From an optimization exercise on the open Yosys and OpenROAD flow, aimed at small area, a short achievable clock period and few clock cycles per item; shortcuts taken in it are not production practice.
At most, simulation tests tie the RTL to the original design; equivalence was not proved.
The RTL of runs 1 and 2 was laid out without a check of its function.
Power figures rest on the tool's default switching activity, not on a simulated workload.

[flow/flow/run.sh]
#!/bin/bash
# Layout: the standard ORFS flow, with the port buffers made of
# sky130_fd_sc_hd__buf_2 cells instead of the default choice.
# Each tool's output goes to its own log file in this folder (ORFS also keeps
# its per-step logs under orfs/logs/).
set -euo pipefail
bash standard.sh BUFFER_PORTS_ARGS="-buffer_cell sky130_fd_sc_hd__buf_2" finish > orfs_make.log 2>&1
[flow/standard.sh]
#!/bin/bash
# synth_recipe.tcl (not shown) runs the flow's synth.tcl, then flattens the netlist and writes it again
# the make line also repeats each setting of config.mk as NAME=value (left out here)
make -C /OpenROAD-flow-scripts/flow DESIGN_CONFIG=/design/flow/config.mk WORK_HOME=/design/flow/orfs CLKGATE_MAP_FILE= SYNTH_SCRIPT=/design/flow/synth_recipe.tcl "${@:-finish}"
[flow/config.mk]
export PLATFORM = sky130hd
export DESIGN_NAME = dlink_rx
export DESIGN_NICKNAME = dlink_rx
export VERILOG_FILES = /design/flow/design.v
export SDC_FILE = /design/flow/constraint.sdc
export NUM_CORES = 4
export LEC_CHECK = 0
export CAP_MARGIN = 20
export CORE_MARGIN = 2
export CORE_UTILIZATION = 40
export SLEW_MARGIN = 20
[flow/constraint.sdc]
create_clock -name core_clock -period 12.0 [get_ports {clk}]
set_input_delay 2.4000 -clock core_clock [delete_from_list [all_inputs] [get_ports {clk}]]
set_output_delay 2.4000 -clock core_clock [all_outputs]
set_load 0.01 [all_outputs]
[flow/design.v]
module dlink_rx #(
    parameter MAX_PAYLOAD = 4096,
    parameter DEF_W       = 8,
    parameter DEF_H       = 8,
    parameter DEF_FMT     = 0
) (
    input  wire        clk,
    input  wire        rst,
    input  wire        in_valid,
    input  wire [7:0]  in_data,
    output wire        in_ready,
    output reg         fb_we,
    output wire [15:0] fb_addr,
    output reg  [7:0]  fb_wdata,
    output reg  [7:0]  fb_wmask,
    output reg         err_valid,
    output reg  [2:0]  err_code,
    output reg         ntf_params,
    output reg         ntf_frame,
    output reg         ss_enabled,
    output reg  [15:0] ss_width,
    output reg  [15:0] ss_height,
    output reg  [2:0]  ss_fmt,
    output reg  [1:0]  ss_rot,
    output reg  [7:0]  ss_indev,
    output reg  [15:0] drop_count
);
    localparam [2:0] E_LENGTH = 3'd2, E_WINDOW = 3'd3, E_FORMAT = 3'd4,
                     E_SHORT  = 3'd5, E_INIT   = 3'd6, E_POINT  = 3'd7;
    localparam integer S_SEEK = 0, S_HDR = 1, S_PAY = 2, S_EXEC = 3;
    localparam integer X_COL = 0, X_Y   = 1, X_YD  = 2, X_H   = 3, X_LR  = 4,
                       X_PW  = 5, X_INIT = 6, X_ROW = 7, X_CAP = 8, X_LRS = 9,
                       X_FIN = 10, X_CK  = 11;
    localparam [11:0] XN = 12'd0;
    reg        rdy;
    reg        rst_r;          
    reg        vld;            
    reg [7:0]  byte_r;
    reg        spec;           
    reg        lbad, lzero;    
    reg [3:0]  st;
    reg        wrd;            
    reg        have_aa;
    reg [2:0]  hcnt;
    reg        rsc;            
    reg [1:0]  rj;
    reg [1:0]  dpend;          
    reg [7:0]  A [0:7];        
    reg [12:0] rem;
    reg [3:0]  idx;
    reg        c1, c2, c3, c4, c5;    
    reg        cw;             
    reg        fin;            
    reg        win_ok;
    reg        ibad;
    reg        vc, vle, veq;   
    reg        okx, eqx, oky;  
    reg        nzw, nzh;       
    reg [3:0]  vsel;           
    reg        pkd;
    reg [1:0]  bsel;
    reg [15:0] stride;
    reg [15:0] wf;             
    reg [15:0] lrs;            
    reg [15:0] nrs;            
    reg [15:0] cursor;
    reg [15:0] col;            
    reg [15:0] wreg;           
    reg [1:0]  phase;          
    reg [11:0] xs;
    reg [16:0] T;              
    reg [16:0] m;
    reg [15:0] Q;
    reg        qb;             
    reg        ql;             
    reg        bor;            
    reg        ovf, movf, cinf;
    reg [1:0]  pw;             
    assign fb_addr  = T[15:0];
    assign in_ready = rdy;
    wire [15:0] a_x = {A[1], A[0]};
    wire [15:0] a_y = {A[3], A[2]};
    wire [15:0] a_w = {A[5], A[4]};
    wire [15:0] a_h = {A[7], A[6]};
    wire       i_pkd = (A[4] == 8'd2) || (A[4] == 8'd3);
    wire [1:0] i_b   = (A[4] == 8'd0) ? 2'd2 : (A[4] == 8'd1) ? 2'd3 : 2'd1;
    wire       take    = in_valid && rdy;
    wire       l3_now  = (st[S_HDR]) && (hcnt == 3'd4) && vld;       
    wire       n_l3    = (st[S_HDR]) && (vld ? hcnt == 3'd3 : hcnt == 3'd4);
    wire       n_last  = ((st[S_PAY]) && (vld ? rem == 13'd2 : rem == 13'd1)) ||
                         (l3_now && A[5] == 8'd1 && A[6] == 8'd0) ||
                         ((st[S_EXEC]) && rem == 13'd1);
    wire       n_i7    = (st[S_PAY]) && c4 && (vld ? idx == 4'd6 : idx == 4'd7);
    wire [7:0] l2      = vld ? byte_r : A[7];
    wire       n_lbad  = (in_data != 8'd0) || (l2 != 8'd0) || (A[6] > 8'd16) ||
                         (A[6] == 8'd16 && A[5] != 8'd0);
    wire       n_lzero = (in_data == 8'd0) && (l2 == 8'd0) && (A[6] == 8'd0) && (A[5] == 8'd0);
    wire       n_spec  = n_last || n_i7 || (n_l3 && (n_lbad || n_lzero));
    wire       cons    = vld && !rsc && !lbad;
    wire       proc    = rsc || cons;
    wire [7:0] b       = rsc ? A[{1'b1, rj}] : byte_r;
    wire [7:0]  v_a    = ({8{vsel[0]}} & A[0]) | ({8{vsel[1]}} & A[1]) |
                         ({8{vsel[2]}} & A[2]) | ({8{vsel[3]}} & A[3]);
    wire [7:0]  v_b    = c5 ? {7'd0, vsel[0] | vsel[2]} : byte_r;
    wire [7:0]  v_l    = ({8{vsel[0]}} & ss_width[7:0])  | ({8{vsel[1]}} & ss_width[15:8]) |
                         ({8{vsel[2]}} & ss_height[7:0]) | ({8{vsel[3]}} & ss_height[15:8]);
    wire [8:0]  v_s    = {1'b0, v_a} + {1'b0, v_b} + {8'd0, (vsel[1] | vsel[3]) & vc};
    wire        v_lt8  = v_s[7:0] < v_l;
    wire        v_eq8  = v_s[7:0] == v_l;
    wire        v_lt   = !v_s[8] && v_lt8;       
    wire        v_eq   = !v_s[8] && v_eq8;
    wire        vok    = okx && oky && nzw && nzh &&
                         (!pkd || c5 || (A[0][2:0] == 3'd0 && (A[4][2:0] == 3'd0 || eqx)));
    wire [18:0] t_wide = {1'b0, T, cinf} + {1'b0, (qb ? m : 17'd0), cinf};
    wire [17:0] t_sum  = t_wide[18:1];
    wire        y_done = (xs[X_Y] && ql) || xs[X_YD];
    wire        go     = (st[S_EXEC]) && vok;
    wire        pix_end  = pkd || (phase == bsel - 2'd1);
    wire        row_end  = pkd ? (col[15:4] == 12'd0 && !(col[3] && col[2:0] != 3'd0))
                               : (col == 16'd1 && pix_end);
    wire [15:0] nrs_sum  = nrs + stride;
    wire [15:0] nrs_next = (nrs == lrs) ? wf : nrs_sum;
    wire        last    = (rem == 13'd1);
    wire        kill    = (st[S_PAY]) && vld && last && idx < 4'd7 && cw;
    always @(posedge clk) begin
        fb_we      <= 1'b0;
        err_valid  <= 1'b0;
        ntf_params <= 1'b0;
        ntf_frame  <= 1'b0;
        drop_count <= drop_count + {14'd0, dpend};
        dpend      <= 2'd0;
        if (take) begin
            byte_r <= in_data;
            spec   <= n_spec;
            lbad   <= n_l3 && n_lbad;
            lzero  <= n_lzero;
        end
        vld <= take || (vld && !cons);
        T    <= t_sum[16:0];
        ovf  <= ovf | t_sum[17] | (qb & movf);
        m    <= {m[15:0], 1'b0};
        movf <= movf | m[16];
        Q    <= {1'b0, Q[15:1]};
        ql   <= (Q[15:2] == 14'd0);
        bor  <= bor & ~Q[0];
        qb   <= Q[1] ^ (bor & ~Q[0]);
        cinf <= 1'b0;
        if (cons && spec)
            rdy <= 1'b1;
        if (rsc) begin
            rj <= rj + 2'd1;
            if (rj == 2'd3) rsc <= 1'b0;
        end
        if (st[S_SEEK] && proc) begin
            if (have_aa && b == 8'h55) begin
                have_aa <= 1'b0;
                hcnt    <= 3'd0;
                st      <= 4'd1 << S_HDR;
            end else if (b == 8'hAA) begin
                dpend   <= {1'b0, have_aa};
                have_aa <= 1'b1;
            end else begin
                dpend   <= have_aa ? 2'd2 : 2'd1;
                have_aa <= 1'b0;
            end
        end
        if (st[S_HDR]) begin
            if (hcnt != 3'd4) begin
                if (proc) begin
                    A[{1'b1, hcnt[1:0]}] <= b;
                    hcnt <= hcnt + 3'd1;
                end
            end else if (vld && lbad) begin
                err_valid <= 1'b1;
                err_code  <= E_LENGTH;
                lbad      <= 1'b0;
                rsc       <= 1'b1;
                rj        <= 2'd0;
                st        <= 4'd1 << S_SEEK;
            end else if (cons) begin
                rem <= {A[6][4:0], A[5]};
                idx <= 4'd0;
                c1  <= (A[4] == 8'h01);
                c2  <= ss_enabled && (A[4] == 8'h02);
                c3  <= ss_enabled && (A[4] == 8'h03);
                c4  <= ss_enabled && (A[4] == 8'h04);
                c5  <= ss_enabled && (A[4] == 8'h05);
                cw  <= ss_enabled && (A[4] == 8'h02 || A[4] == 8'h04 || A[4] == 8'h05);
                wrd <= !lzero && ss_enabled && (A[4] == 8'h03);
                if (lzero) begin
                    st <= 4'd1 << S_SEEK;
                    if (A[4] == 8'h01) begin
                        err_valid <= 1'b1;
                        err_code  <= E_SHORT;
                    end else if (ss_enabled && A[4] == 8'h03) begin
                        ntf_frame <= 1'b1;
                    end else if (ss_enabled && (A[4] == 8'h02 || A[4] == 8'h04 || A[4] == 8'h05)) begin
                        err_valid <= 1'b1;
                        err_code  <= E_SHORT;
                    end
                end else
                    st <= 4'd1 << S_PAY;
            end
        end
        if (st[S_PAY] && vld) begin
            rem <= rem - 13'd1;
            if (!idx[3]) begin
                vsel        <= {vsel[2:0], idx == 4'd3};
                idx         <= idx + 4'd1;
                A[idx[2:0]] <= byte_r;
            end
            if (idx[3:2] == 2'b01) begin
                if (!idx[0]) begin
                    vc  <= v_s[8];
                    vle <= v_lt8 || v_eq8;
                    veq <= v_eq8;
                end else if (!idx[1]) begin
                    okx <= v_lt || (v_eq && vle);
                    eqx <= v_eq && veq;
                end else
                    oky <= v_lt || (v_eq && vle);
                if (idx[1])
                    nzh <= (idx[0] && nzh) || v_b != 8'd0;
                else
                    nzw <= (idx[0] && nzw) || v_b != 8'd0;
            end
            if (idx == 4'd2 && cw) begin
                T    <= 17'd0;
                m    <= pkd ? {4'd0, a_x[15:3]} : {1'b0, a_x};
                Q    <= pkd ? 16'd1 : {14'd0, bsel};
                qb   <= pkd || bsel[0];
                ql   <= pkd || bsel == 2'd1;
                bor  <= 1'b0;
                cinf <= 1'b0;
                xs   <= XN | (12'd1 << X_COL);
            end
            if (c4 && idx == 4'd7) begin
                fin <= last;
                rdy <= 1'b0;
                st  <= 4'd1 << S_EXEC;
            end else if (last) begin
                st  <= 4'd1 << S_SEEK;
                wrd <= 1'b0;
                if (c1) begin
                    if (idx < 4'd6) begin
                        err_valid <= 1'b1;
                        err_code  <= E_SHORT;
                    end else begin
                        xs  <= XN | (12'd1 << X_INIT);
                        rdy <= 1'b0;
                        st  <= 4'd1 << S_EXEC;
                    end
                end
                if (c2 || c5) begin
                    if (idx < 4'd7) begin
                        err_valid <= 1'b1;
                        err_code  <= E_SHORT;
                    end else begin
                                rdy <= 1'b0;
                        st  <= 4'd1 << S_EXEC;
                    end
                end
                if (c3)
                    ntf_frame <= 1'b1;
                if (c4) begin
                    if (idx < 4'd7) begin
                        err_valid <= 1'b1;
                        err_code  <= E_SHORT;
                    end else if (win_ok)
                        ntf_frame <= 1'b1;
                    else begin
                        err_valid <= 1'b1;
                        err_code  <= E_WINDOW;
                    end
                end
            end
        end
        if (vld && wrd) begin
            fb_we    <= 1'b1;
            T[15:0]  <= cursor;
            fb_wdata <= byte_r;
            fb_wmask <= 8'hFF;
            if (row_end) begin
                cursor <= nrs;
                nrs    <= nrs_next;
                col    <= wreg;
                phase  <= 2'd0;
            end else begin
                cursor <= cursor + 16'd1;
                if (pix_end) begin
                    phase <= 2'd0;
                    col   <= col - (pkd ? 16'd8 : 16'd1);
                end else
                    phase <= phase + 2'd1;
            end
        end
        if (xs[X_COL] && ql && idx[3:2] != 2'd0) begin
            m  <= {1'b0, stride};
            Q  <= a_y;
            qb <= A[2][0];
            ql <= (a_y[15:1] == 15'd0);
            xs <= XN | (12'd1 << X_Y);
        end
        if (y_done) begin
            xs <= XN | (12'd1 << X_YD);
            if (go) begin
                if (c5) begin
                    fb_we    <= 1'b1;
                    fb_wdata <= pkd ? {8{A[4][0]}} : A[4];
                    fb_wmask <= pkd ? (8'h80 >> A[0][2:0]) : 8'hFF;
                    pw       <= bsel - 2'd1;
                    cinf     <= 1'b1;
                    if (pkd || bsel == 2'd1) begin
                        ntf_frame <= 1'b1;
                        xs        <= XN;
                        rdy       <= 1'b1;
                        st        <= 4'd1 << S_SEEK;
                    end else
                        xs <= XN | (12'd1 << X_PW);
                end else begin
                    wf     <= t_sum[15:0];
                    wreg   <= a_w;
                    m      <= {1'b0, stride};
                    Q      <= a_h;
                    qb     <= ~A[6][0];
                    ql     <= (a_h[15:1] == 15'd0);
                    bor    <= 1'b1;
                    xs     <= XN | (12'd1 << X_H);
                end
            end
        end
        if (xs[X_H])
            nrs <= wf;
        if (xs[X_H] && ql) begin
            lrs    <= t_sum[15:0];
            win_ok <= 1'b1;
            xs     <= XN | (12'd1 << X_LR);
            if (!(c4 && fin))
                rdy <= 1'b1;
        end
        if (xs[X_LR]) begin
            cursor <= wf;
            nrs   <= nrs_next;
            col   <= wreg;
            phase <= 2'd0;
            xs    <= XN;
            if (c4 && !fin) begin
                st  <= 4'd1 << S_PAY;
                wrd <= 1'b1;
            end else begin
                st  <= 4'd1 << S_SEEK;
                rdy <= 1'b1;
                if (c4) ntf_frame <= 1'b1;
            end
        end
        if (xs[X_PW]) begin
            fb_we    <= 1'b1;
            fb_wdata <= A[5];
            A[5]     <= A[6];
            pw       <= pw - 2'd1;
            cinf     <= 1'b1;
            if (pw == 2'd1) begin
                ntf_frame <= 1'b1;
                xs        <= XN;
                rdy       <= 1'b1;
                st        <= 4'd1 << S_SEEK;
            end
        end
        if (xs[X_INIT]) begin
            T    <= 17'd0;
            m    <= i_pkd ? {4'd0, a_x[15:3]} : {1'b0, a_x};
            Q    <= i_pkd ? 16'd1 : {14'd0, i_b};
            qb   <= i_pkd || i_b[0];
            ql   <= i_pkd || i_b == 2'd1;
            bor  <= 1'b0;
            cinf <= i_pkd && (a_x[2:0] != 3'd0);
            ovf  <= 1'b0;
            movf <= 1'b0;
            wf   <= 16'd0;
            nrs  <= 16'd0;
            wreg <= a_x;
            xs   <= XN | (12'd1 << X_ROW);
            if (A[4] > 8'd4) begin
                err_valid  <= 1'b1;
                err_code   <= E_FORMAT;
                ss_enabled <= 1'b0;
                ntf_params <= 1'b1;
                xs         <= XN;
                rdy        <= 1'b1;
                st         <= 4'd1 << S_SEEK;
            end else if (A[5] > 8'd3 || a_x == 16'd0 || a_y == 16'd0) begin
                err_valid  <= 1'b1;
                err_code   <= E_INIT;
                ss_enabled <= 1'b0;
                ntf_params <= 1'b1;
                xs         <= XN;
                rdy        <= 1'b1;
                st         <= 4'd1 << S_SEEK;
            end
        end
        if (xs[X_ROW] && ql) begin
            stride <= t_sum[15:0];
            T      <= 17'd0;
            m      <= t_sum[16:0];
            movf   <= t_sum[17];
            Q      <= a_y;
            qb     <= A[2][0];
            ql     <= (a_y[15:1] == 15'd0);
            xs     <= XN | (12'd1 << X_CAP);
        end
        if (xs[X_CAP] && ql)
            xs <= XN | (12'd1 << X_CK);
        if (xs[X_CK]) begin
            ibad <= ovf || (T[16] && T[15:0] != 16'd0);
            T    <= 17'd0;
            m    <= {1'b0, stride};
            Q    <= a_y;
            qb   <= ~A[2][0];
            ql   <= (a_y[15:1] == 15'd0);
            bor  <= 1'b1;
            xs   <= XN | (12'd1 << X_LRS);
        end
        if (xs[X_LRS] && ql) begin
            lrs <= t_sum[15:0];
            xs  <= XN | (12'd1 << X_FIN);
        end
        if (xs[X_FIN]) begin
            ntf_params <= 1'b1;
            xs         <= XN;
            rdy        <= 1'b1;
            st         <= 4'd1 << S_SEEK;
            if (ibad) begin
                err_valid  <= 1'b1;
                err_code   <= E_INIT;
                ss_enabled <= 1'b0;
            end else begin
                ss_enabled <= 1'b1;
                ss_width   <= a_x;
                ss_height  <= a_y;
                ss_fmt     <= A[4][2:0];
                pkd        <= i_pkd;
                bsel       <= i_b;
                ss_rot     <= A[5][1:0];
                ss_indev   <= A[6];
                cursor     <= 16'd0;
                nrs        <= nrs_next;
                col        <= wreg;
                phase      <= 2'd0;
            end
        end
        if (kill)
            xs <= XN;
        if (st[S_EXEC] && !vok && !c1) begin
            xs     <= XN;
            win_ok <= 1'b0;
            rdy    <= 1'b1;
            if (c4 && !fin)
                st <= 4'd1 << S_PAY;
            else begin
                st        <= 4'd1 << S_SEEK;
                err_valid <= 1'b1;
                err_code  <= c5 ? E_POINT : E_WINDOW;
            end
        end
        if (take && n_spec)
            rdy <= 1'b0;
        rst_r <= rst;
        if (rst_r) begin
            st         <= 4'd1 << S_SEEK;
            wrd        <= 1'b0;
            rdy        <= 1'b1;
            vld        <= 1'b0;
            have_aa    <= 1'b0;
            hcnt       <= 3'd0;
            rsc        <= 1'b0;
            dpend      <= 2'd0;
            xs         <= XN;
            ss_enabled <= 1'b0;
            ss_width   <= DEF_W;
            ss_height  <= DEF_H;
            ss_fmt     <= DEF_FMT;
            pkd        <= 1'b0;
            bsel       <= 2'd2;
            ss_rot     <= 2'd0;
            ss_indev   <= 8'd0;
            drop_count <= 16'd0;
            fb_we      <= 1'b0;
            err_valid  <= 1'b0;
            ntf_params <= 1'b0;
            ntf_frame  <= 1'b0;
        end
        if (rst) begin
            rdy        <= 1'b0;
            fb_we      <= 1'b0;
            err_valid  <= 1'b0;
            ntf_params <= 1'b0;
            ntf_frame  <= 1'b0;
        end
    end
endmodule
==> reports/qor.csv, run 1 <==
stage,metric,value,unit
run_status,status,"complete, no violations",
clock_network,h-tree-depth,2,
critical_path,worstSetupPathType,reg -> reg,
power_and_ir_drop,ir_drop,0.107,mV
clock_network,cts_buffers,47,
critical_path,crit_required,12.42,ns
clock_network,clk_latency,0.60,ns
timing,min_period,4.07,ns
power_and_ir_drop,swShare,0.230,
placement,gp_congestion,0.956,
logic_synthesis,synth_edf_count,157,
logic_synthesis,synth_top_family_by_area,compound AO/OA/AOI/OAI gates,
timing,timing.final.crit_share,0.339,
logic_synthesis,synth_area_leaders,"dfxtp_1 23%, edfxtp_1 22%, nand2_1 6.1%",
clock_network,cts_tree,done,
critical_path,critPathMaxFanout,18,
critical_path,critPathCaptureType,register,
timing,fmax,0.246,GHz
routing,met3_length,6240,um
timing,rsz0062_at_grt,false,
global_routing,antenna_found_initial,2,
logic_synthesis,syn_inst,2375,
cells_and_area,drive_gt1_frac,0.117,
critical_path,worstPathArrival,4.50,ns
power_and_ir_drop,internal_power,2.30,mW
clock_network,post_cts_buffers,0,
power_and_ir_drop,power_switching,0.686,mW
power_and_ir_drop,power_frac_comb,0.039,
timing,tns,0,ns
logic_synthesis,synth_simple_gate_area_share,0.186,
logic_synthesis,ys_ff_latch,402,
routing,drc,0,
global_routing,grt_use_total,0.266,
die,dieArea,0.0549,mm^2
logic_synthesis,synth_top_area_frac,0.231,
timing,drv_slew,0,
critical_path,ff2ff_path_depth,15,
routing,route.vias.total,18900,
timing,fin_skew,0.0297,ns
cells_and_area,layout.nets,2480,
cells_and_area,reg_top3,"A: 64 flops, T: 17 flops, m: 17 flops",
die,core,0.0524,mm^2
routing,met2_length,33700,um
hold_path,hp-class,reg -> reg,
die,die_x,234,um
placement,dp_hpwl,52600,um
routing,routedWlPerCell,23.7,um
timing,worst_slew_pin_slew,1.04,ns
cells_and_area,max_flop_register,A,
routing,met1_length,31900,um
timing,hold_violations,0,
placement,dp_cells,3036,
placement,port_buffers,112,
logic_synthesis,synth_fa_ha_area_frac,0.0442,
logic_synthesis,yosys.area.top_type,dfxtp_1,
power_and_ir_drop,powerDensity,126,mW/mm^2
global_routing,grt_max_degree,77,
die,io_pins,113,
power_and_ir_drop,leakagePower,8.79,nW
timing,maxSlewHeadroom,0.304,
logic_synthesis,synth_flop_cell,dfxtp_1,
routing,final_antenna_net_count,0,
job,maxCapViolations,0,
logic_synthesis,synth_mux_area_frac,0.0487,
global_routing,grt_pass1_vias,17900,
logic_synthesis,synth_seq_area_share,0.454,
timing,finalSetupViolations,0,
power_and_ir_drop,power_frac_seq,0.488,
global_routing,grt_overflow,0,
logic_synthesis,ys_types,81,
clock_network,cts_sinks,402,
logic_synthesis,async_reset_ff_frac,0,
cells_and_area,fin_util,0.451,
cells_and_area,final_cell_mix,"347 x nand2_1, 243 x dfxtp_1, 235 x a21oi_1",
die,start_util,0.404,
cells_and_area,syn2layout_area_growth,11.6,%
cells_and_area,final_common_cell,nand2_1,
clock_network,cts_resized,0,
logic_synthesis,synth-compound-area-share,0.189,
critical_path,startpoint_type,register,
cells_and_area,multi_input_area,0.0107,mm^2
hold_path,hold_path_depth,2,
die,row_count,84,
die,die_h,234,um
cells_and_area,fill_cells,5154,
routing,wl,74100,um
clock_network,clk_path_buf_depth,3,
logic_synthesis,syn_area,0.0212,mm^2
routing,firstDrtPassIters,6,
cells_and_area,register_area,0.00962,mm^2
routing,viasPerCell,6.06,
routing,drtIter0Drc,2340,
cells_and_area,largest_register_ffs,64,
power_and_ir_drop,p_clk_frac,0.473,
logic_synthesis,yosys_warnings,1,
logic_synthesis,synth_fp_nets,2458,
cells_and_area,n_antenna_cell,0,
routing,top_layer,met5,
clock_network,cts_root_buffer,clkbuf_16,
logic_synthesis,synth.avg_cell_area,8.93,um^2
cells_and_area,fin_cells,3124,
clock_network,cts_hold_buf,0,
clock_network,cts.clk_slew.worst_paths,0.06,ns
logic_synthesis,synth_xor_area_frac,0.0326,
global_routing,grt_pass1_wl,111000,um
cell families (layout without fill, tap and decap cells):
| family | after synthesis | count (layout) |
|---|---|---|
| AOI/OAI and AO/OA | 644 | 644 |
| xor gates and xnor gates | 79 | 79 |
| adders and majority gates | 72 | 72 |
| buffers and inverters | 234 | 295 |
| DFF | 402 | 402 |
| muxes | 88 | 88 |
| and+or+nand+nor | 856 | 856 |
critical path: stages, from the launching register on:
cell      delay [ns]
edfxtp_1        0.66
a22oi_1         0.41
nand2_1         0.14
fa_1            0.48
fa_1            0.43
a21oi_1         0.16
nor2_1          0.06
nor2_1          0.17
o21bai_1        0.10
a21oi_1         0.22
xnor2_1         0.10
ha_1            0.31
nand4_1         0.14
nor2_1          0.22
a21oi_1         0.10
a21oi_1         0.23
layout make-up:
cell class / instances / share of cell area
Tap cell: 688 / 0.0364
Clock inverter: 13 / 0.00555
Timing Repair Buffer: 148 / 0.0351
Sequential cell: 402 / 0.406
Inverter: 59 / 0.00935
Clock buffer: 75 / 0.0575
Multi-Input combinational cell: 1739 / 0.450
per-layer routing:
metal	track usage	vias up
li1	-	8655
met1	0.370	9209
met2	0.418	922
met3	0.0445	151
met4	0.0918	4
met5	0	-
power by group through the flow:
stage | Sequential (mW) | Combinational (mW) | Clock [mW]
floorplan | 1.47 | 0.0910 | 0
finish | 1.46 | 0.117 | 1.41
global route | 1.46 | 0.127 | 1.49
detailed placement | 1.49 | 0.116 | 0
CTS | 1.46 | 0.116 | 1.43
global placement | 1.49 | 0.112 | 0
cell usage after synthesis, drive strengths merged (9+ instances only):
master	count
nand2	347
dfxtp	245
a21oi	236
nor2	189
edfxtp	157
o21ai	137
clkbuf	135
ha	67
nor3	61
nand3	60
inv	59
xnor2	51
mux2i	41
buf	40
mux2	39
a211oi	37
nor4	36
a22oi	35
and2	28
xor2	28
a31oi	25
and3	22
a21o	21
nor2b	20
nand4	18
o22ai	17
nand2b	16
o31ai	16
a311oi	14
o21a	14
o21bai	13
a2111oi	12
or3	11
o221ai	10
or4	9
metrics by stage:
step                power, mW  hold slack (ns)  setup WS [ns]  cell area [um^2]
CTS                      3.00            0.459           8.04             23700
global placement         1.60            0.434           8.11             22200
detailed placement       1.60            0.446           8.04             22200
floorplan                1.56            0.418           8.50             21200
global route             3.07            0.471           7.74             23700
finish                   2.98            0.455           7.93             23700
final timing paths:
kind	slack (ns)	end	start
worst max-delay path	7.93	okx	vsel[2]
worst min-delay path	0.45	col[1]	wreg[1]
worst max register to register	7.93	okx	vsel[2]
worst min register to register	0.45	col[1]	wreg[1]
==> run 2, diff against run 1 <==
--- a/flow/design.v
+++ b/flow/design.v
@@ -68,4 +68,6 @@
     reg [15:0] wreg;           
     reg [1:0]  phase;          
+    reg        wpk;            
+    reg [1:0]  wbm1;           
     reg [11:0] xs;
     reg [16:0] T;              
@@ -116,6 +118,6 @@
     wire        y_done = (xs[X_Y] && ql) || xs[X_YD];
     wire        go     = (st[S_EXEC]) && vok;
-    wire        pix_end  = pkd || (phase == bsel - 2'd1);
-    wire        row_end  = pkd ? (col[15:4] == 12'd0 && !(col[3] && col[2:0] != 3'd0))
+    wire        pix_end  = (phase == 2'd0);
+    wire        row_end  = wpk ? (col[15:4] == 12'd0 && !(col[3] && col[2:0] != 3'd0))
                                : (col == 16'd1 && pix_end);
     wire [15:0] nrs_sum  = nrs + stride;
@@ -285,12 +287,12 @@
                 nrs    <= nrs_next;
                 col    <= wreg;
-                phase  <= 2'd0;
+                phase  <= wbm1;
             end else begin
                 cursor <= cursor + 16'd1;
                 if (pix_end) begin
-                    phase <= 2'd0;
-                    col   <= col - (pkd ? 16'd8 : 16'd1);
+                    phase <= wbm1;
+                    col   <= col - (wpk ? 16'd8 : 16'd1);
                 end else
-                    phase <= phase + 2'd1;
+                    phase <= phase - 2'd1;
             end
         end
@@ -343,5 +345,5 @@
             nrs   <= nrs_next;
             col   <= wreg;
-            phase <= 2'd0;
+            phase <= wbm1;
             xs    <= XN;
             if (c4 && !fin) begin
@@ -441,4 +443,6 @@
                 pkd        <= i_pkd;
                 bsel       <= i_b;
+                wpk        <= i_pkd;
+                wbm1       <= i_b - 2'd1;
                 ss_rot     <= A[5][1:0];
                 ss_indev   <= A[6];
@@ -446,5 +450,5 @@
                 nrs        <= nrs_next;
                 col        <= wreg;
-                phase      <= 2'd0;
+                phase      <= i_b - 2'd1;
             end
         end
==> run 2 against run 1 <==
Sequential power grew 3%. Largest power group unchanged. Final cell count is 1.4% higher. Largest cell class unchanged. Area after synthesis up 1.4%. Highest routed layer is now met4.
==> reports/qor.csv, run 2 <==
stage,metric,value,unit
run_status,status,"complete, no violations",
logic_synthesis,synth.avg_cell_area,8.86,um^2
routing,firstDrtPassIters,6,
logic_synthesis,ys_types,85,
logic_synthesis,synth_edf_count,160,
timing,timing.final.crit_share,0.325,
critical_path,worstPathArrival,4.32,ns
power_and_ir_drop,leakagePower,9.04,nW
clock_network,post_cts_buffers,0,
cells_and_area,largest_register_ffs,64,
critical_path,worstSetupPathType,reg -> reg,
die,io_pins,113,
cells_and_area,register_area,0.00971,mm^2
critical_path,critPathMaxFanout,18,
routing,drc,0,
timing,fmax,0.257,GHz
critical_path,critPathTopFamily,adder cells,
critical_path,critPathCaptureType,register,
timing,tns,0,ns
timing,worst_slew_pin_slew,1.04,ns
global_routing,grt_use_total,0.253,
global_routing,grt_overflow,0,
critical_path,ff2ff_path_depth,15,
routing,route.vias.total,19100,
routing,final_antenna_net_count,0,
power_and_ir_drop,powerDensity,135,mW/mm^2
critical_path,path_depth,15,
clock_network,clk_path_buf_depth,3,
logic_synthesis,syn_inst,2426,
clock_network,cts_resized,0,
cells_and_area,fin_area,0.0240,mm^2
critical_path,cp_slowest_cell,edfxtp_1,
placement,port_buffers,112,
cells_and_area,layout.nets,2524,
critical_path,startpoint_type,register,
clock_network,cts_buffers,47,
logic_synthesis,yosys_warnings,1,
clock_network,cts_sinks,405,
die,start_util,0.407,
clock_network,h-tree-depth,2,
cells_and_area,drive_gt1_frac,0.117,
critical_path,rr_endpoint,oky,
die,core,0.0529,mm^2
critical_path,crit_required,12.42,ns
logic_synthesis,yosysMostFrequentCell,nand2_1,
placement,gp_congestion,0.911,
logic_synthesis,synth_flop_cell,dfxtp_1,
clock_network,cts_hold_buf,0,
timing,holdWs,0.444,ns
routing,wl,72800,um
die,die_h,236,um
logic_synthesis,synth_top_area_frac,0.228,
cells_and_area,fill_cells,5108,
timing,finalSetupViolations,0,
global_routing,grt_max_degree,90,
clock_network,cts_root_buffer,clkbuf_16,
power_and_ir_drop,total_power,3.23,mW
clock_network,cts_tree,done,
die,row_count,84,
logic_synthesis,synth_seq_area_share,0.452,
placement,dp_hpwl,51300,um
timing,hold_violations,0,
routing,drtIter0Drc,2009,
timing,maxSlewHeadroom,0.309,
logic_synthesis,ys_ff_latch,405,
logic_synthesis,async_reset_ff_frac,0,
critical_path,path_cells,a22oi_1 -> nand2_1 -> fa_1 -> fa_1 -> a21oi_1 -> nor2_1 -> nor2_1 -> o21bai_1 -> a21oi_1 -> xnor2_1 -> ha_1 -> nand4_1 -> nor2_1 -> a21oi_1 -> a21oi_1,
logic_synthesis,syn_area,0.0215,mm^2
logic_synthesis,yosys.area.top_type,dfxtp_1,
critical_path,endpoint,oky,
clock_network,cts.clk_slew.worst_paths,0.06,ns
cells_and_area,n_antenna_cell,0,
logic_synthesis,synth_commonest_cells,"337 x nand2_1, 245 x dfxtp_1, 231 x nor2_1, 228 x a21oi_1, 160 x edfxtp_1",
critical_path,crit_buf_inv,0,
critical_path,path_common_cell,a21oi_1,
job,maxCapViolations,0,
hold_path,hp-class,reg -> reg,
die,dieArea,0.0556,mm^2
cells_and_area,multi_input_area,0.0108,mm^2
die,die_x,236,um
logic_synthesis,synth_area_leaders,"dfxtp_1 23%, edfxtp_1 22%, nand2_1 5.9%",
routing,routedWlPerCell,23.0,um
power_and_ir_drop,ir_drop,0.0934,mV
placement,placed_area,0.0224,mm^2
cells_and_area,reg_top3,"A: 64 flops, T: 17 flops, m: 17 flops",
critical_path,crit_start,vsel[0],
cells_and_area,final_cell_mix,"337 x nand2_1, 242 x dfxtp_1, 229 x nor2_1",
cells_and_area,syn2layout_area_growth,11.8,%
critical_path,max_stage_delay,0.63,ns
critical_path,rr_startpoint,vsel[0],
global_routing,grt_pass1_vias,17900,
timing,drv_slew,0,
clock_network,clk_latency,0.59,ns
cells_and_area,max_flop_register,A,
timing,rsz0062_at_grt,false,
logic_synthesis,synth_fp_nets,2509,
timing,fin_skew,0.0211,ns
cells_and_area,final_common_cell,nand2_1,
critical_path,rrSetupSlack,8.10,ns
timing,min_period,3.90,ns
global_routing,grt_pass1_wl,110000,um
global_routing,antenna_found_initial,1,
routing,viasPerCell,6.04,
-- run 2: cell types whose count changed after synthesis, moves of 8 or more --
cell | previous run | this run
o31ai_1 | 16 | 6
or3_1 | 11 | 19
nand2_1 | 347 | 337
o22ai_1 | 17 | 34
buf_1 | 12 | 23
xnor2_1 | 51 | 38
nor2b_1 | 20 | 28
a21oi_1 | 236 | 228
nor2_1 | 189 | 231
xor2_1 | 28 | 40
clkbuf_1 | 135 | 125
a21o_1 | 21 | 12
-- run 2: cell families after synthesis --
family,Yosys count,share of synthesized area
buf+inv,237,0.0454
mux,80,0.0440
compound gates,650,0.189
simple gates,904,0.194
fa+ha+maj,72,0.0437
flops,405,0.452
xor+xnor,78,0.0318
-- run 2: layout make-up --
| cell class | count | area share |
|---|---|---|
| clock buffers | 65 | 0.0566 |
| clock inverters | 23 | 0.00989 |
| inverters | 58 | 0.00906 |
| multi-input cells | 1784 | 0.451 |
| flip-flops and latches | 405 | 0.404 |
| well taps | 688 | 0.0358 |
| repair buffers | 145 | 0.0336 |
-- run 2: how the worst min path moves through the flow --
stage | end | cells past startpoint | slack, ns | start
6_report | col[2] | 2 | 0.44 | wreg[2]
5_1_grt | ss_rot[0] | 2 | 0.47 | ss_rot[0]
3_3_place_gp | col[7] | 2 | 0.44 | wreg[7]
2_1_floorplan | col[10] | 2 | 0.42 | wreg[10]
4_1_cts | col[7] | 2 | 0.44 | wreg[7]
3_5_place_dp | col[7] | 2 | 0.43 | wreg[7]
-- run 2: metal layers --
metal  up-vias  global-route usage  wire length [um]
met3       156              0.0343              5510
met5         -                   0                 0
met2       826               0.412             34000
met4         0              0.0832              2270
li1       8815                   -                 -
met1      9330               0.347             31100
-- run 2: worst min-delay path, cell delays in order, from the launching register on --
cell	delay (ns)
edfxtp_1	0.32
nand2_1	0.04
o21ai_0	0.06
-- run 2: per-stage QoR --
step	worst slack [ns]	utilization	cells
floorplan	8.48	-	2426
global placement	8.04	0.424	3080
detailed placement	8.02	0.424	3080
CTS	8.18	0.455	3168
global route	7.82	0.455	3168
finish	8.10	0.455	3168
-- run 2: power by group --
group          internal (mW)  switching (mW)  total, mW
Sequential              1.47          0.0409       1.51
Combinational         0.0858           0.151      0.237
Clock                  0.880           0.605       1.49
==> run 3, diff against run 2 <==
--- a/flow/design.v
+++ b/flow/design.v
@@ -58,4 +58,7 @@
     reg        nzw, nzh;       
     reg [3:0]  vsel;           
+    reg [8:0]  vs;             
+    reg [3:0]  vk;             
+    reg        ex1;            
     reg        pkd;
     reg [1:0]  bsel;
@@ -105,11 +108,11 @@
                          ({8{vsel[2]}} & A[2]) | ({8{vsel[3]}} & A[3]);
     wire [7:0]  v_b    = c5 ? {7'd0, vsel[0] | vsel[2]} : byte_r;
-    wire [7:0]  v_l    = ({8{vsel[0]}} & ss_width[7:0])  | ({8{vsel[1]}} & ss_width[15:8]) |
-                         ({8{vsel[2]}} & ss_height[7:0]) | ({8{vsel[3]}} & ss_height[15:8]);
     wire [8:0]  v_s    = {1'b0, v_a} + {1'b0, v_b} + {8'd0, (vsel[1] | vsel[3]) & vc};
-    wire        v_lt8  = v_s[7:0] < v_l;
-    wire        v_eq8  = v_s[7:0] == v_l;
-    wire        v_lt   = !v_s[8] && v_lt8;       
-    wire        v_eq   = !v_s[8] && v_eq8;
+    wire [7:0]  v_l    = ({8{vk[0]}} & ss_width[7:0])  | ({8{vk[1]}} & ss_width[15:8]) |
+                         ({8{vk[2]}} & ss_height[7:0]) | ({8{vk[3]}} & ss_height[15:8]);
+    wire        v_lt8  = vs[7:0] < v_l;
+    wire        v_eq8  = vs[7:0] == v_l;
+    wire        v_lt   = !vs[8] && v_lt8;        
+    wire        v_eq   = !vs[8] && v_eq8;
     wire        vok    = okx && oky && nzw && nzh &&
                          (!pkd || c5 || (A[0][2:0] == 3'd0 && (A[4][2:0] == 3'd0 || eqx)));
@@ -117,5 +120,5 @@
     wire [17:0] t_sum  = t_wide[18:1];
     wire        y_done = (xs[X_Y] && ql) || xs[X_YD];
-    wire        go     = (st[S_EXEC]) && vok;
+    wire        go     = (st[S_EXEC]) && !ex1 && vok;
     wire        pix_end  = (phase == 2'd0);
     wire        row_end  = wpk ? (col[15:4] == 12'd0 && !(col[3] && col[2:0] != 3'd0))
@@ -139,4 +142,16 @@
         end
         vld <= take || (vld && !cons);
+        vk  <= 4'd0;
+        ex1 <= 1'b0;
+        if (vk[0] || vk[2]) begin
+            vle <= v_lt8 || v_eq8;
+            veq <= v_eq8;
+        end
+        if (vk[1]) begin
+            okx <= v_lt || (v_eq && vle);
+            eqx <= v_eq && veq;
+        end
+        if (vk[3])
+            oky <= v_lt || (v_eq && vle);
         T    <= t_sum[16:0];
         ovf  <= ovf | t_sum[17] | (qb & movf);
@@ -213,13 +228,8 @@
             end
             if (idx[3:2] == 2'b01) begin
-                if (!idx[0]) begin
-                    vc  <= v_s[8];
-                    vle <= v_lt8 || v_eq8;
-                    veq <= v_eq8;
-                end else if (!idx[1]) begin
-                    okx <= v_lt || (v_eq && vle);
-                    eqx <= v_eq && veq;
-                end else
-                    oky <= v_lt || (v_eq && vle);
+                vs <= v_s;
+                vk <= vsel;
+                if (!idx[0])
+                    vc <= v_s[8];
                 if (idx[1])
                     nzh <= (idx[0] && nzh) || v_b != 8'd0;
@@ -239,4 +249,5 @@
             if (c4 && idx == 4'd7) begin
                 fin <= last;
+                ex1 <= 1'b1;
                 rdy <= 1'b0;
                 st  <= 4'd1 << S_EXEC;
@@ -259,5 +270,6 @@
                         err_code  <= E_SHORT;
                     end else begin
-                                rdy <= 1'b0;
+                        ex1 <= 1'b1;
+                        rdy <= 1'b0;
                         st  <= 4'd1 << S_EXEC;
                     end
@@ -455,5 +467,5 @@
         if (kill)
             xs <= XN;
-        if (st[S_EXEC] && !vok && !c1) begin
+        if (st[S_EXEC] && !ex1 && !vok && !c1) begin
             xs     <= XN;
             win_ok <= 1'b0;
--- a/flow/config.mk
+++ b/flow/config.mk
@@ -8,4 +8,4 @@
 export CAP_MARGIN = 20
 export CORE_MARGIN = 2
-export CORE_UTILIZATION = 40
+export CORE_UTILIZATION = 65
 export SLEW_MARGIN = 20
==> run 3 against run 2 <==
Still clean. Die area decreased by 37%. Critical path depth shrank 7. Clock power decreased by 7%. Worst hold slack better by 0.0080 ns. Maximum frequency grew 0.71%. Critical endpoint is now m[2]. Largest cell class unchanged. Highest routed layer unchanged.
==> reports/qor.csv, run 3 <==
stage,metric,value,unit
timing,fin_skew,0.0248,ns
die,start_util,0.665,
critical_path,rrSetupSlack,8.13,ns
clock_network,cts_sinks,419,
critical_path,endpoint,m[2],
routing,route.vias.total,19600,
die,io_pins,113,
global_routing,grt-busiest-layer,met2,
cells_and_area,max_flop_register,A,
logic_synthesis,ys_ff_latch,419,
cells_and_area,layout.nets,2491,
global_routing,gr-usage-met3,0.0752,
placement,gp_congestion,0.958,
critical_path,path_common_cell,o21ai_0,
power_and_ir_drop,powerDensity,124,mW/mm^2
global_routing,use_met1,0.557,
routing,drc,0,
critical_path,ff2ff_path_depth,8,
timing,layout_setup_ws,8.13,ns
die,row_count,66,
clock_network,cts_tree,done,
routing,viasPerCell,6.80,
clock_network,h-tree-depth,2,
timing,hold_violations,0,
critical_path,startpoint_type,register,
die,dieArea,0.0349,mm^2
clock_network,clk_path_buf_depth,3,
critical_path,path_cells,nor3_1 -> o21ai_0 -> a21bo_2 -> nand2_1 -> a211oi_1 -> a311oi_1 -> a21oi_1 -> o21ai_0,
placement,dp_worst_setup_slack,7.98,ns
logic_synthesis,synth_fa_ha_area_frac,0.0426,
logic_synthesis,synth_simple_gate_area_share,0.187,
global_routing,gr-usage-met2,0.583,
critical_path,critPathMaxFanout,22,
logic_synthesis,synth_area_leaders,"edfxtp_1 23%, dfxtp_1 23%, nand2_1 6.0%",
timing,drv_slew,0,
global_routing,grt_use_total,0.392,
logic_synthesis,synth_seq_area_share,0.464,
run_status,status,"complete, no violations",
logic_synthesis,synth_mux_area_frac,0.0412,
logic_synthesis,syn_area,0.0217,mm^2
critical_path,critPathCaptureType,register,
global_routing,grt_pass1_vias,18200,
cells_and_area,reg_top3,"A: 64 flops, T: 17 flops, m: 17 flops",
power_and_ir_drop,leakagePower,9.08,nW
cells_and_area,register_area,0.0101,mm^2
global_routing,grt_max_degree,79,
clock_network,clk_latency,0.58,ns
logic_synthesis,synth_fp_nets,2474,
cells_and_area,final_cell_mix,"350 x nand2_1, 248 x dfxtp_1, 231 x a21oi_1",
routing,wl,70200,um
logic_synthesis,synth_commonest_cells,"350 x nand2_1, 250 x dfxtp_1, 231 x a21oi_1, 178 x nor2_1, 169 x edfxtp_1",
cells_and_area,n_antenna_cell,0,
logic_synthesis,ys_types,91,
cells_and_area,final_common_cell,nand2_1,
clock_network,cts_root_buffer,clkbuf_16,
critical_path,worstSetupPathType,reg -> reg,
clock_network,cts_resized,0,
die,core,0.0327,mm^2
cells_and_area,largest_register_ffs,64,
timing,rsz0062_at_grt,false,
logic_synthesis,yosysMostFrequentCell,nand2_1,
logic_synthesis,synth_edf_count,169,
hold_path,hp-class,reg -> reg,
timing,worst_slew_pin_slew,1.04,ns
critical_path,worstPathArrival,4.27,ns
die,die_x,187,um
timing,holdWs,0.452,ns
job,maxCapViolations,0,
clock_network,cts.clk_slew.worst_paths,0.06,ns
timing,fmax,0.258,GHz
logic_synthesis,synth_top_family_by_area,compound AO/OA/AOI/OAI gates,
global_routing,grt_overflow,0,
cells_and_area,fill_cells,2544,
timing,min_period,3.87,ns
timing,maxSlewHeadroom,0.306,
logic_synthesis,synth_xor_area_frac,0.0314,
logic_synthesis,async_reset_ff_frac,0,
critical_path,crit_start,A[4][0],
critical_path,rr_endpoint,m[2],
logic_synthesis,synth-compound-area-share,0.191,
routing,routedWlPerCell,24.3,um
critical_path,crit_required,12.40,ns
routing,final_antenna_net_count,0,
cells_and_area,multi_input_area,0.0108,mm^2
clock_network,cts_buffers,44,
placement,port_buffers,112,
timing,tns,0,ns
clock_network,post_cts_buffers,0,
logic_synthesis,synth_flop_cell,dfxtp_1,
logic_synthesis,yosys.area.top_type,edfxtp_1,
critical_path,max_stage_delay,0.85,ns
logic_synthesis,synth_top_area_frac,0.233,
global_routing,grt_pass1_wl,107000,um
cells_and_area,drive_gt1_frac,0.116,
routing,firstDrtPassIters,6,
cells_and_area,syn2layout_area_growth,9.56,%
placement,dp_hpwl,48700,um
logic_synthesis,yosys_warnings,1,
critical_path,cp_slowest_cell,edfxtp_1,
routing,drtIter0Drc,2654,
power_and_ir_drop,ir_drop,0.147,mV
logic_synthesis,syn_inst,2392,
critical_path,rr_startpoint,A[4][0],
global_routing,antenna_found_initial,0,
clock_network,cts_hold_buf,0,
timing,finalSetupViolations,0,
logic_synthesis,synth.avg_cell_area,9.09,um^2
timing,timing.final.crit_share,0.322,
die,die_h,187,um
## run 3: cell types whose count changed after synthesis, moves of 7 or more
cell      before  now
o22ai_1       34   21
and3_1        21   32
edfxtp_1     160  169
o31ai_1        6   18
a311oi_1      16    9
nor2_1       231  178
nand2_1      337  350
a211oi_1      34   42
clkbuf_1     125  109
nor4_1        42   30
nor2b_1       28   19
## run 3: how the worst min path moves through the flow
| stage | slack, ns | start | cells after the start | end |
|---|---|---|---|---|
| after floorplan | 0.42 | wreg[10] | 2 | col[10] |
| after global placement | 0.43 | wreg[6] | 2 | col[6] |
| after detailed placement | 0.43 | wreg[2] | 2 | col[2] |
| after CTS | 0.46 | ss_indev[2] | 2 | ss_indev[2] |
| after global routing | 0.48 | ss_rot[1] | 2 | ss_rot[1] |
| final | 0.45 | ss_rot[0] | 2 | ss_rot[0] |
## run 3: logic make-up after synthesis
kind of cell | count (synthesis)
AO/OA/AOI/OAI | 664
XOR/XNOR | 78
adder cells (fa/ha/maj) | 71
buffers and inverters | 222
flip-flops | 419
multiplexers | 75
AND/OR/NAND/NOR | 863
## run 3: per-stage QoR
| step | power, mW | cells | utilization | instance area (um^2) |
|---|---|---|---|---|
| 5_1_grt | 3.01 | 2886 | 0.728 | 23800 |
| 4_1_cts | 2.95 | 2886 | 0.728 | 23800 |
| 3_3_place_gp | 1.59 | 2804 | 0.684 | 22400 |
| 3_5_place_dp | 1.59 | 2805 | 0.684 | 22400 |
| 2_1_floorplan | 1.57 | 2392 | - | 21700 |
| 6_report | 2.96 | 2886 | 0.728 | 23800 |
## run 3: report_power, final
| part | total [mW] | leakage [nW] | switching (mW) | internal (mW) |
|---|---|---|---|---|
| clock | 1.39 | 0.697 | 0.589 | 0.804 |
| combinational | 0.0696 | 4.84 | 0.0446 | 0.0250 |
| sequential | 1.50 | 3.54 | 0.0112 | 1.48 |
## run 3: worst max-delay path, delay by kind of cell (launching register included)
kind / cells / cell delay (ns)
AO/OA/AOI/OAI: 6 / 2.12
AND/OR/NAND/NOR: 2 / 0.71
flip-flops: 1 / 0.85
## run 3: layer usage
metal / vias up / wire length, um
met1: 9331 / 27900
met3: 229 / 8500
met2: 1302 / 30500
met5: - / 0
li1: 8750 / -
met4: 0 / 3380
## run 3: final cells by class
class	count	share of cell area
Inverter	53	0.00835
Clock buffer	61	0.0515
Multi-Input combinational cell	1751	0.452
Timing Repair Buffer	140	0.0323
Clock inverter	20	0.00888
Tap cell	442	0.0232
Sequential cell	419	0.423
Testbench counts of run 3, summed over its fixed seeds: cycles 115,338, bytes 112,114.
==> run 4, diff against run 3 <==
--- a/flow/config.mk
+++ b/flow/config.mk
@@ -8,4 +8,5 @@
 export CAP_MARGIN = 20
 export CORE_MARGIN = 2
-export CORE_UTILIZATION = 65
+export CORE_UTILIZATION = 40
+export CTS_BUF_LIST = sky130_fd_sc_hd__clkbuf_8
 export SLEW_MARGIN = 20
==> run 4 against run 3 <==
Synthesized cell count did not move. Register-to-register slack improved by 0.16 ns. Die area grew 61%. Critical path depth shrank 7. Largest cell class unchanged. Sequential share of layout area fell by 0.73 points. Via count fell by 1.8%. Clock power hardly changed. Setup slack improved by 0.075 ns. Still clean on timing, DRC and antenna.
==> reports/qor.csv, run 4 <==
stage,metric,value,unit
critical_path,crit_buf_inv,1,
logic_synthesis,syn_area,0.0217,mm^2
cells_and_area,drive_gt1_frac,0.130,
timing,timing.final.crit_share,0.316,
placement,dp_cells,3060,
routing,routedWlPerCell,23.0,um
critical_path,worstSetupPathType,reg -> out,
placement,gp_congestion,0.911,
logic_synthesis,synth_edf_count,169,
global_routing,grt_pass1_vias,18000,
power_and_ir_drop,ir_drop,0.0682,mV
die,die_x,237,um
global_routing,grt_use_total,0.256,
cells_and_area,max_flop_register,A,
placement,port_buffers,112,
run_status,status,"complete, no violations",
clock_network,clk_path_buf_depth,3,
global_routing,gr-usage-met3,0.0465,
placement,placed_area,0.0227,mm^2
routing,wl,73600,um
cells_and_area,final_cell_mix,"350 x nand2_1, 248 x dfxtp_1, 231 x a21oi_1",
routing,final_antenna_net_count,0,
clock_network,cts_sinks,419,
timing,hold_violations,0,
routing,drc,0,
critical_path,rrSetupSlack,8.29,ns
logic_synthesis,yosys.area.top_type,edfxtp_1,
die,io_pins,113,
cells_and_area,syn2layout_area_growth,11.5,%
global_routing,grt_pass1_wl,110000,um
logic_synthesis,synth_seq_area_share,0.464,
routing,route.vias.total,19300,
clock_network,h-tree-depth,3,
critical_path,startpoint_type,register,
routing,viasPerCell,6.01,
power_and_ir_drop,leakagePower,9.27,nW
critical_path,crit_required,9.60,ns
job,maxCapViolations,0,
die,row_count,85,
logic_synthesis,yosysMostFrequentCell,nand2_1,
clock_network,clk_latency,0.68,ns
logic_synthesis,synth_area_leaders,"edfxtp_1 23%, dfxtp_1 23%, nand2_1 6.0%",
logic_synthesis,synth_flop_cell,dfxtp_1,
timing,fin_skew,0.0417,ns
clock_network,post_cts_buffers,0,
die,core,0.0538,mm^2
logic_synthesis,syn_inst,2392,
logic_synthesis,synth_commonest_cells,"350 x nand2_1, 250 x dfxtp_1, 231 x a21oi_1, 178 x nor2_1, 169 x edfxtp_1",
critical_path,ff2ff_path_depth,10,
die,dieArea,0.0562,mm^2
clock_network,cts.clk_slew.worst_paths,0.07,ns
logic_synthesis,synth_fp_nets,2474,
critical_path,max_stage_delay,0.53,ns
critical_path,rr_endpoint,m[16],
critical_path,path_cells,buf_2,
global_routing,grt-busiest-layer,met2,
timing,layout_setup_ws,8.21,ns
global_routing,grt_max_degree,79,
hold_path,hp-class,reg -> reg,
critical_path,cp_slowest_cell,dfxtp_1,
cells_and_area,fin_area,0.0242,mm^2
global_routing,grt_overflow,0,
logic_synthesis,ys_types,91,
cells_and_area,largest_register_ffs,64,
critical_path,critPathMaxFanout,7,
hold_path,min-delay-start,wreg[4],
cells_and_area,layout.nets,2524,
logic_synthesis,ys_ff_latch,419,
timing,finalSetupViolations,0,
logic_synthesis,async_reset_ff_frac,0,
clock_network,cts_hold_buf,0,
routing,drtIter0Drc,2021,
timing,drv_slew,0,
clock_network,cts_resized,0,
global_routing,antenna_found_initial,0,
clock_network,cts_root_buffer,clkbuf_8,
hold_path,hold_end,col[4],
timing,tns,0,ns
global_routing,use_met1,0.350,
critical_path,critPathTopFamily,flip-flops,
timing,rsz0062_at_grt,false,
die,start_util,0.404,
critical_path,worstPathArrival,1.39,ns
global_routing,gr-usage-met2,0.402,
logic_synthesis,synth_top_area_frac,0.233,
routing,firstDrtPassIters,8,
cells_and_area,reg_top3,"A: 64 flops, T: 17 flops, m: 17 flops",
timing,worst_slew_pin_slew,1.14,ns
power_and_ir_drop,powerDensity,122,mW/mm^2
critical_path,rr_startpoint,qb,
clock_network,cts_buffers,76,
cells_and_area,final_common_cell,nand2_1,
logic_synthesis,synth.avg_cell_area,9.09,um^2
clock_network,cts_tree,done,
logic_synthesis,yosys_warnings,1,
timing,maxSlewHeadroom,0.233,
timing,fmax,0.264,GHz
cells_and_area,fin_cells,3203,
placement,dp_worst_setup_slack,7.88,ns
timing,holdWs,0.445,ns
hold_path,hold_path_depth,2,
critical_path,critPathCaptureType,primary output,
die,die_h,237,um
timing,min_period,3.79,ns
placement,dp_hpwl,51300,um
[run 4: through the flow]
stage                     utilization  power (mW)
after floorplan                     -        1.57
after global placement          0.422        1.59
after detailed placement        0.422        1.60
after CTS                       0.450        2.97
after global routing            0.450        3.03
final                           0.450        2.94
[run 4: kinds of logic after synthesis]
| group | synth area share |
|---|---|
| adders and majority gates | 0.0426 |
| and+or+nand+nor | 0.187 |
| AOI/OAI and AO/OA | 0.191 |
| buffers and inverters | 0.0428 |
| DFF | 0.464 |
| xor gates and xnor gates | 0.0314 |
| muxes | 0.0412 |
[run 4: final cells by class]
cell class | instances | area, um^2
clock buffer | 83 | 1140
sequential | 419 | 10100
clock inverter | 59 | 379
multi-input combinational | 1751 | 10800
timing repair buffer | 141 | 778
fill | 5247 | 29600
antenna | 1 | 2.50
tap | 696 | 871
inverter | 53 | 199
[run 4: worst max path at each step]
stage                     startpoint          to  slack, ns  cells after the start
after detailed placement  in_data[1]         rdy       7.88                      6
after global placement    in_data[1]         rdy       7.91                      6
after CTS                 ss_enabled  ss_enabled       8.18                      1
after global routing              qb       m[16]       8.12                     10
final                     ss_enabled  ss_enabled       8.21                      1
after floorplan           in_data[1]         rdy       8.35                      5
[run 4: power breakdown]
group / switching (mW) / leakage, nW / internal [mW]
sequential: 0.0128 / 3.54 / 1.49
clock: 0.647 / 0.886 / 0.730
combinational: 0.0442 / 4.84 / 0.0249
[run 4: layer usage]
metal	routed length, um	share of wire
met5	0	0
met2	33700	0.46
met1	31800	0.43
met3	5790	0.079
met4	2370	0.032
==> run 5, diff against run 4 <==
--- a/flow/config.mk
+++ b/flow/config.mk
@@ -9,4 +9,5 @@
 export CORE_MARGIN = 2
 export CORE_UTILIZATION = 40
-export CTS_BUF_LIST = sky130_fd_sc_hd__clkbuf_8
+export CTS_CLUSTER_DIAMETER = 60
+export CTS_CLUSTER_SIZE = 25
 export SLEW_MARGIN = 20
==> run 5 against run 4 <==
Sequential share of layout area rose by 0.45 points. Setup slack improved by 0.11 ns. Critical path type unchanged. Final cell count fell by 2.4%. Largest cell class unchanged. Clock-buffer cell count fell by 42. Via count fell by 1.8%. Wire length fell by 1.2%. Still clean. First-iteration DRC count rose by 3.5%. Total power fell by 3.4%. Sequential power barely moved. Synthesized cell count did not move. Global-route usage fell by 0.43 points.
==> reports/qor.csv, run 5 <==
stage,metric,value,unit
run_status,status,"complete, no violations",
die,core,0.0538,mm^2
cells_and_area,max_flop_register,A,
timing,timing.final.crit_share,0.307,
timing,hold_violations,0,
die,start_util,0.404,
critical_path,worstSetupPathType,reg -> out,
logic_synthesis,synth_seq_area_share,0.464,
clock_network,clk_path_buf_depth,3,
timing,rsz0062_at_grt,false,
logic_synthesis,yosysMostFrequentCell,nand2_1,
timing,holdWs,0.454,ns
placement,dp_cells,3060,
logic_synthesis,syn_area,0.0217,mm^2
timing,maxSlewHeadroom,0.258,
critical_path,cp_slowest_cell,dfxtp_1,
power_and_ir_drop,powerDensity,119,mW/mm^2
routing,viasPerCell,6.04,
critical_path,max_stage_delay,0.53,ns
timing,finalSetupViolations,0,
die,die_x,237,um
cells_and_area,largest_register_ffs,64,
timing,fmax,0.271,GHz
logic_synthesis,ys_types,91,
timing,min_period,3.68,ns
global_routing,grt_pass1_vias,17600,
clock_network,cts.clk_slew.worst_paths,0.09,ns
cells_and_area,fill_cells,5215,
critical_path,endpoint,ss_enabled,
die,io_pins,113,
critical_path,worstPathArrival,1.28,ns
routing,drtIter0Drc,2092,
placement,dp_worst_setup_slack,7.88,ns
placement,gp_congestion,0.911,
clock_network,cts_tree,done,
cells_and_area,drive_gt1_frac,0.117,
placement,port_buffers,112,
logic_synthesis,yosys_warnings,1,
global_routing,antenna_found_initial,0,
critical_path,rr_endpoint,m[16],
clock_network,cts_sinks,419,
cells_and_area,final_cell_mix,"350 x nand2_1, 248 x dfxtp_1, 231 x a21oi_1",
routing,wl,72800,um
critical_path,crit_buf_inv,1,
logic_synthesis,synth_fp_nets,2474,
critical_path,rr_startpoint,qb,
logic_synthesis,synth.avg_cell_area,9.09,um^2
clock_network,clk_latency,0.59,ns
routing,routedWlPerCell,23.3,um
critical_path,ff2ff_path_depth,10,
logic_synthesis,syn_inst,2392,
global_routing,grt_overflow,0,
power_and_ir_drop,total_power,2.84,mW
critical_path,path_depth,1,
logic_synthesis,synth_edf_count,169,
hold_path,hp-class,reg -> reg,
cells_and_area,layout.nets,2484,
die,die_h,237,um
cells_and_area,final_common_cell,nand2_1,
cells_and_area,fin_cells,3126,
critical_path,critPathMaxFanout,7,
cells_and_area,register_area,0.0101,mm^2
timing,layout_setup_ws,8.32,ns
routing,route.vias.total,18900,
power_and_ir_drop,leakagePower,9.01,nW
clock_network,cts_root_buffer,clkbuf_16,
global_routing,grt_pass1_wl,109000,um
cells_and_area,multi_input_area,0.0108,mm^2
timing,worst_slew_pin_slew,1.11,ns
timing,fin_skew,0.0420,ns
critical_path,critPathTopFamily,flip-flops,
die,dieArea,0.0562,mm^2
clock_network,h-tree-depth,2,
critical_path,crit_start,ss_enabled,
placement,dp_hpwl,51300,um
routing,final_antenna_net_count,0,
critical_path,rrSetupSlack,8.36,ns
logic_synthesis,synth_commonest_cells,"350 x nand2_1, 250 x dfxtp_1, 231 x a21oi_1, 178 x nor2_1, 169 x edfxtp_1",
logic_synthesis,ys_ff_latch,419,
timing,tns,0,ns
logic_synthesis,synth_flop_cell,dfxtp_1,
critical_path,critPathCaptureType,primary output,
cells_and_area,reg_top3,"A: 64 flops, T: 17 flops, m: 17 flops",
clock_network,cts_hold_buf,0,
logic_synthesis,synth_area_leaders,"edfxtp_1 23%, dfxtp_1 23%, nand2_1 6.0%",
cells_and_area,syn2layout_area_growth,10.3,%
power_and_ir_drop,ir_drop,0.0771,mV
routing,drc,0,
clock_network,cts_resized,0,
critical_path,startpoint_type,register,
routing,firstDrtPassIters,6,
logic_synthesis,synth_top_area_frac,0.233,
global_routing,grt_max_degree,79,
critical_path,crit_required,9.60,ns
cells_and_area,n_antenna_cell,0,
job,maxCapViolations,0,
clock_network,cts_buffers,36,
timing,drv_slew,0,
critical_path,path_cells,buf_2,
global_routing,grt_use_total,0.251,
logic_synthesis,yosys.area.top_type,edfxtp_1,
clock_network,post_cts_buffers,0,
logic_synthesis,async_reset_ff_frac,0,
die,row_count,85,
==> run 5: how the worst min path moves through the flow <==
stage                     start     endpoint  slack [ns]  cells after the start
floorplan              wreg[10]      col[10]        0.42                      2
global placement        wreg[6]       col[6]        0.43                      2
detailed placement     wreg[10]      col[10]        0.44                      2
CTS                     wreg[6]       col[6]        0.46                      2
global route        ss_indev[1]  ss_indev[1]        0.48                      2
finish                  wreg[4]       col[4]        0.45                      2
==> run 5: final cells by class <==
type / instances / area share
clock buffer: 41 / 0.0405
clock inverter: 25 / 0.0123
inverter: 53 / 0.00830
multi-input combinational: 1751 / 0.450
sequential: 419 / 0.421
tap: 696 / 0.0363
timing repair buffer: 141 / 0.0325
==> run 5: cells by family (layout without fill, tap and decap cells) <==
family                     after synthesis  count (layout)  share of synthesized area
AOI/OAI and AO/OA                      664             664                      0.191
xor gates and xnor gates                78              78                     0.0314
adders and majority gates               71              71                     0.0426
buffers and inverters                  222             260                     0.0428
DFF                                    419             419                      0.464
muxes                                   75              75                     0.0412
and+or+nand+nor                        863             863                      0.187
==> run 5: report_power, final <==
part / internal (mW) / total (mW) / switching, mW
logic: 0.0248 / 0.0680 / 0.0431
clock network: 0.672 / 1.28 / 0.609
registers: 1.48 / 1.50 / 0.0124
total: 2.18 / 2.84 / 0.664
==> run 5: routing by layer <==
metal / GRT usage / vias up / part of all wire
met5: 0 / - / 0
li1: - / 8728 / -
met2: 0.402 / 738 / 0.46
met1: 0.347 / 9302 / 0.43
met3: 0.0405 / 127 / 0.076
met4: 0.0837 / 0 / 0.030
==> run 5: through the flow <==
step / util / cell area [um^2]
after floorplan: - / 21700
after global placement: 0.422 / 22700
after detailed placement: 0.422 / 22700
after CTS: 0.445 / 24000
after global routing: 0.445 / 24000
final: 0.445 / 24000
==> run 6, diff against run 5 <==
--- a/flow/config.mk
+++ b/flow/config.mk
@@ -9,5 +9,5 @@
 export CORE_MARGIN = 2
 export CORE_UTILIZATION = 40
-export CTS_CLUSTER_DIAMETER = 60
-export CTS_CLUSTER_SIZE = 25
+export CTS_CLUSTER_DIAMETER = 45
+export CTS_CLUSTER_SIZE = 32
 export SLEW_MARGIN = 20
==> run 6 against run 5 <==
Still clean on timing, DRC and antenna. Clock skew is 0.025 ns higher. Die area stayed put. Register-to-register slack worse by 0.07 ns. Sequential share of layout area is 1.3 points lower. Clock power is about 40% higher. Non-clock buffer count stayed put. Final area is 3.2% higher. Total power is 18% higher. Critical endpoint unchanged.
==> reports/qor.csv, run 6 <==
stage,metric,value,unit
clock_network,h-tree-depth,2,
cells_and_area,final_cell_mix,"350 x nand2_1, 248 x dfxtp_1, 231 x a21oi_1",
timing,tns,0,ns
timing,fmax,0.269,GHz
cells_and_area,syn2layout_area_growth,13.8,%
logic_synthesis,synth_area_leaders,"edfxtp_1 23%, dfxtp_1 23%, nand2_1 6.0%",
timing,maxSlewHeadroom,0.244,
clock_network,cts_resized,0,
placement,gp_congestion,0.911,
timing,drv_slew,0,
global_routing,grt_use_total,0.254,
logic_synthesis,synth_flop_cell,dfxtp_1,
power_and_ir_drop,powerDensity,136,mW/mm^2
critical_path,path_cells,buf_2,
run_status,status,"complete, no violations",
cells_and_area,max_flop_register,A,
clock_network,cts_hold_buf,0,
critical_path,crit_buf_inv,1,
cells_and_area,fill_cells,5179,
clock_network,clk_latency,0.65,ns
power_and_ir_drop,internal_power,2.53,mW
die,die_h,237,um
critical_path,worstPathArrival,1.32,ns
logic_synthesis,synth_seq_area_share,0.464,
routing,firstDrtPassIters,6,
timing,fin_skew,0.0668,ns
critical_path,endpoint,ss_enabled,
critical_path,worstSetupPathType,reg -> out,
critical_path,crit_start,ss_enabled,
global_routing,grt_max_degree,79,
critical_path,critPathTopFamily,flip-flops,
logic_synthesis,syn_inst,2392,
logic_synthesis,yosys.area.top_type,edfxtp_1,
logic_synthesis,syn_area,0.0217,mm^2
cells_and_area,final_common_cell,nand2_1,
timing,hold_violations,0,
placement,port_buffers,112,
logic_synthesis,yosys_warnings,1,
logic_synthesis,async_reset_ff_frac,0,
die,row_count,85,
clock_network,post_cts_buffers,0,
routing,final_antenna_net_count,0,
logic_synthesis,synth_edf_count,169,
routing,wl,73200,um
critical_path,rrSetupSlack,8.29,ns
cells_and_area,register_area,0.0101,mm^2
die,start_util,0.404,
clock_network,cts_sinks,419,
logic_synthesis,synth.avg_cell_area,9.09,um^2
timing,holdWs,0.444,ns
timing,rsz0062_at_grt,false,
placement,dp_hpwl,51300,um
cells_and_area,largest_register_ffs,64,
critical_path,critPathMaxFanout,7,
critical_path,path_depth,1,
hold_path,hp-class,reg -> reg,
die,core,0.0538,mm^2
timing,min_period,3.72,ns
global_routing,grt_pass1_wl,110000,um
critical_path,critPathCaptureType,primary output,
cells_and_area,reg_top3,"A: 64 flops, T: 17 flops, m: 17 flops",
job,maxCapViolations,0,
critical_path,startpoint_type,register,
global_routing,grt_pass1_vias,17900,
power_and_ir_drop,swShare,0.246,
die,io_pins,113,
cells_and_area,layout.nets,2504,
clock_network,clk_path_buf_depth,3,
timing,worst_slew_pin_slew,1.13,ns
timing,timing.final.crit_share,0.310,
critical_path,rr_endpoint,m[10],
-- run 6: cell counts after synthesis --
Identical to the previous run, type by type.
-- run 6: worst min path at each step --
| stage | from | end | slack [ns] | depth (start not counted) |
|---|---|---|---|---|
| 2_1_floorplan | wreg[10] | col[10] | 0.42 | 2 |
| 3_3_place_gp | wreg[6] | col[6] | 0.43 | 2 |
| 3_5_place_dp | wreg[10] | col[10] | 0.44 | 2 |
| 4_1_cts | wreg[5] | col[5] | 0.45 | 2 |
| 5_1_grt | ss_indev[1] | ss_indev[1] | 0.48 | 2 |
| 6_report | wreg[5] | col[5] | 0.44 | 2 |
-- run 6: cell type report --
class / count / share of cell area
tap: 696 / 0.0352
timing repair buffer: 141 / 0.0315
inverter: 53 / 0.00804
clock buffer: 61 / 0.0595
multi-input combinational: 1751 / 0.436
clock inverter: 45 / 0.0225
sequential: 419 / 0.408
-- run 6: routing by layer --
metal	global-route usage	vias up	routed length [um]
met1	0.349	9470	31700
met3	0.0443	153	5510
met4	0.0861	0	2440
met5	0	-	0
met2	0.403	827	33600
li1	-	8791	-
-- run 6: logic make-up (layout without fill, tap and decap cells) --
| family | after synthesis | in the layout | synth area share |
|---|---|---|---|
| flops | 419 | 419 | 0.464 |
| fa+ha+maj | 71 | 71 | 0.0426 |
| xor+xnor | 78 | 78 | 0.0314 |
| buf+inv | 222 | 300 | 0.0428 |
| simple gates | 863 | 863 | 0.187 |
| compound gates | 664 | 664 | 0.191 |
| mux | 75 | 75 | 0.0412 |
-- run 6: power by group through the flow --
| stage | clock (mW) | sequential (mW) | combinational, mW |
|---|---|---|---|
| 2_1_floorplan | 0 | 1.52 | 0.0500 |
| 3_3_place_gp | 0 | 1.53 | 0.0657 |
| 3_5_place_dp | 0 | 1.53 | 0.0671 |
| 4_1_cts | 1.80 | 1.50 | 0.0674 |
| 5_1_grt | 1.86 | 1.50 | 0.0746 |
| 6_report | 1.79 | 1.50 | 0.0689 |
-- run 6: stage by stage --
step / setup WS (ns) / cells / power, mW / utilization / cell area (um^2)
after floorplan: 8.35 / 2392 / 1.57 / - / 21700
after global placement: 7.91 / 3060 / 1.59 / 0.422 / 22700
after detailed placement: 7.88 / 3060 / 1.60 / 0.422 / 22700
after CTS: 8.28 / 3166 / 3.37 / 0.459 / 24700
after global routing: 8.11 / 3166 / 3.43 / 0.460 / 24700
final: 8.28 / 3166 / 3.35 / 0.460 / 24700

-- afterwards: timing with drivers on the ports --
The flow's constraints put no driver on any port. The routed layouts listed below were extracted and timed again, unchanged, in two steps.
Step 1: set_driving_cell puts a clkbuf_16 on clk and a buf_2 on each other input, an assumption about the parent block.
Step 2, shift: input delay + t, output delay - t, t = (earliest + latest rising clock arrival at the registers) / 2. This alone moves slack from input paths to output paths.
Three values: ideal ports, drivers, drivers and shift; two values: the first two.
run	t, ns	slack for setup (ns)
run 1	0.645	7.927 / 7.927 / 7.927
run 2	0.639	8.103 / 8.103 / 7.993
run 3	0.623	8.130 / 8.130 / 7.887
run 4	0.716	8.205 / 8.149 / 7.884
run 5	0.636	8.316 / 8.249 / 7.886
run 6	0.674	8.277 / 8.214 / 7.942
After both steps every run listed still meets setup and hold.
